Context: an optimization exercise on an open-source flow, tuned for small area, a short achievable clock period and few clock cycles per item. The choices shown serve that exercise and are no tape-out recipe.
At most, simulation tests tie the RTL to the original design; equivalence was not proved.
No activity file was given, so power comes from the tool's default toggle rates.

==> inputs of zinc <==
## rs_parity
module rs_parity (
    input  wire       clk,
    input  wire       rst,
    input  wire       s_valid,
    output wire       s_ready,
    input  wire [7:0] s_data,
    input  wire       s_last,
    input  wire [4:0] ecc_len,
    output wire       m_valid,
    input  wire       m_ready,
    output wire [7:0] m_data,
    output wire       m_last
);
export LEC_CHECK = 0
export CAP_MARGIN = 20
export CORE_MARGIN = 2
export CORE_UTILIZATION = 50
export CTS_CLUSTER_DIAMETER = 100
export CTS_CLUSTER_SIZE = 24
export PLACE_DENSITY = 0.8
export SETUP_SLACK_MARGIN = 5.0
export SLEW_MARGIN = 30
export SYNTH_HIERARCHICAL = 1
create_clock -name core_clock -period 8.0 [get_ports {clk}]
run.sh (not shown) runs the stock make flow with config.mk's settings and CLKGATE_MAP_FILE= SYNTH_SCRIPT=/design/flow/synth_recipe.tcl, a recipe that flattens the netlist after the stock synthesis.
==> raven (differences from zinc) <==
PLACE_DENSITY = 0.7   (was 0.8)
TNS_END_PERCENT = 50   (was not set)
==> xenon (differences from zinc) <==
--- a/flow/design.v
+++ b/flow/design.v
@@ -77,11 +77,10 @@
     reg [8*EMAX-1:0] ob;
     reg [4:0]  ob_e;        
     reg [4:0]  ob_n;        
     reg [4:0]  ob_r;        
     reg        s_ready_r, m_valid_r, m_last_r;
-    reg        ob_free_r;
     reg [7:0]  m_data_r;
     wire [7:0] head_t, head_p, rem0;
     wire [26:0] s_data_x;
     gf_aside_inv u_r0  (.ax(rem0x), .a(rem0));
     assign s_data_x[0] = s_data[2] ^ s_data[4] ^ s_data[6] ^ s_data[7];
@@ -117,28 +116,22 @@
     assign head_p[3] = head_t[2] ^ head_t[3];
     assign head_p[4] = head_t[1] ^ head_t[5] ^ head_t[6] ^ head_t[7];
     assign head_p[5] = head_t[7];
     assign head_p[6] = head_t[1] ^ head_t[2] ^ head_t[4] ^ head_t[7];
     assign head_p[7] = head_t[1] ^ head_t[4] ^ head_t[5] ^ head_t[7];
-    wire ob_free  = ob_free_r;    
+    wire ob_free  = (ob_n == ob_e);
     wire go       = !done || ob_free;
     wire step     = in_v && go;
     wire xfer     = done && ob_free;
     wire accept   = s_valid && s_ready_r;
     wire out_fire = m_valid_r && m_ready;
     wire       in_v_n   = accept || (in_v && !step);
     wire       done_n   = (step && in_last) || (done && !xfer);
     wire [4:0] ob_e_n   = xfer ? done_e : ob_e;
     wire [4:0] ob_n_n   = xfer ? 5'd0 : ob_n + {4'd0, out_fire};
-    wire [4:0] ob_r_inc = (ob_r == EMAX - 1) ? 5'd0 : ob_r + 5'd1;
-    wire [4:0] ob_r_n   = xfer ? 5'd0 : ob_r_inc;
-    wire       n_eq1    = (ob_n + 5'd1 == ob_e);
-    wire       n_eq2    = (ob_n + 5'd2 == ob_e);
-    wire       ob_free_n = !xfer && (out_fire ? n_eq1 : ob_free);
-    wire       m_valid_n = xfer || (!ob_free_n &&
-                           (out_fire ? (ob_r_inc == ob_n + 5'd1) : (ob_r_inc == ob_n)));
-    wire       m_last_n  = xfer ? (done_e == 5'd1) : (out_fire ? n_eq2 : n_eq1);
+    wire [4:0] ob_r_n   = (xfer || ob_r == EMAX - 1) ? 5'd0 : ob_r + 5'd1;
+    wire       ob_free_n = (ob_n_n == ob_e_n);
     assign head_t = xfer ? rem0 : ob[15:8];
     wire [18*15-1:18] gtab_a =
         ({252{eoh[0]}} & 252'h000000000000000000000000000000000000000000000000000000000000000) |
         ({252{eoh[1]}} & 252'h00000000000000000000000000000000000000000000000000000000002DA05) |
         ({252{eoh[2]}} & 252'h0000000000000000000000000000000000000000000000000000003CA17C46D) |
@@ -270,23 +263,21 @@
             ob_n      <= 5'd0;
             ob_r      <= 5'd0;
             s_ready_r <= 1'b1;
             m_valid_r <= 1'b0;
             m_last_r  <= 1'b0;
-            ob_free_r <= 1'b1;
         end else begin
             in_v      <= in_v_n;
             if (accept)
                 inblk <= !s_last;
             done      <= done_n;
             ob_e      <= ob_e_n;
             ob_n      <= ob_n_n;
             ob_r      <= ob_r_n;
             s_ready_r <= !in_v_n || !done_n || ob_free_n;
-            ob_free_r <= ob_free_n;
-            m_valid_r <= m_valid_n;
-            m_last_r  <= m_last_n;
+            m_valid_r <= !ob_free_n && (ob_r_n == ob_n_n);
+            m_last_r  <= (ob_n_n == ob_e_n - 5'd1);
         end
     end
     assign s_ready = s_ready_r;
     assign m_valid = m_valid_r;
     assign m_data  = m_data_r;
CORE_UTILIZATION = 45   (was 50)
CTS_CLUSTER_SIZE = 30   (was 24)
PLACE_DENSITY = not set   (was 0.8)
SLEW_MARGIN = 20   (was 30)
==> lagoon (differences from zinc) <==
PLACE_DENSITY = 0.7   (was 0.8)
==> comparison <==
In lagoon the worst hold slack is higher than in raven, by 0.0027 ns. Area after synthesis is about the same in lagoon and xenon. First-iteration DRC count: raven > zinc > lagoon > xenon. Between xenon and raven, the lower clock power is in xenon (gap about 4%, measured against raven). Between zinc and xenon, the lower synthesized cell count is in xenon (gap 10%, measured against xenon). Of raven and xenon, raven has the higher core utilization (gap 4.0 points).
Testbench counts of zinc, summed over its fixed seeds: cycles 12,602, bytes 12,345.
Testbench counts of raven, summed over its fixed seeds: cycles 12,602, bytes 12,345.
Testbench counts of lagoon, summed over its fixed seeds: cycles 12,602, bytes 12,345.
Function not checked in xenon: the RTL went through the layout flow alone.

==> re-timing with driven ports <==
The flow's constraints put no driver on any port. The routed layouts listed below were extracted and timed again, unchanged, in two steps. Step 1, drivers: a clkbuf_16 drives clk and a buf_2 each remaining input, both assumed. Step 2 times the ports against the registers' clock, not the clock port: input delays grow and output delays shrink by t, the midpoint of the rising clock arrivals with the driver on. Slacks: no drivers / after step 1 / after step 2; pairs: no drivers / after step 1.
run	t, ns	setup WS [ns]	worst setup path at the end
zinc	0.713	4.871 / 4.871 / 4.429	input to register
raven	0.710	4.896 / 4.837 / 4.424	input to register
xenon	0.746	4.916 / 4.916 / 4.384	input to register
lagoon	0.715	4.944 / 4.944 / 4.380	input to register
After both steps setup and hold are still met in every run listed. The setup slack of lagoon, which loses most, moves by 0.000 ns with the drivers and by -0.564 ns with both steps.
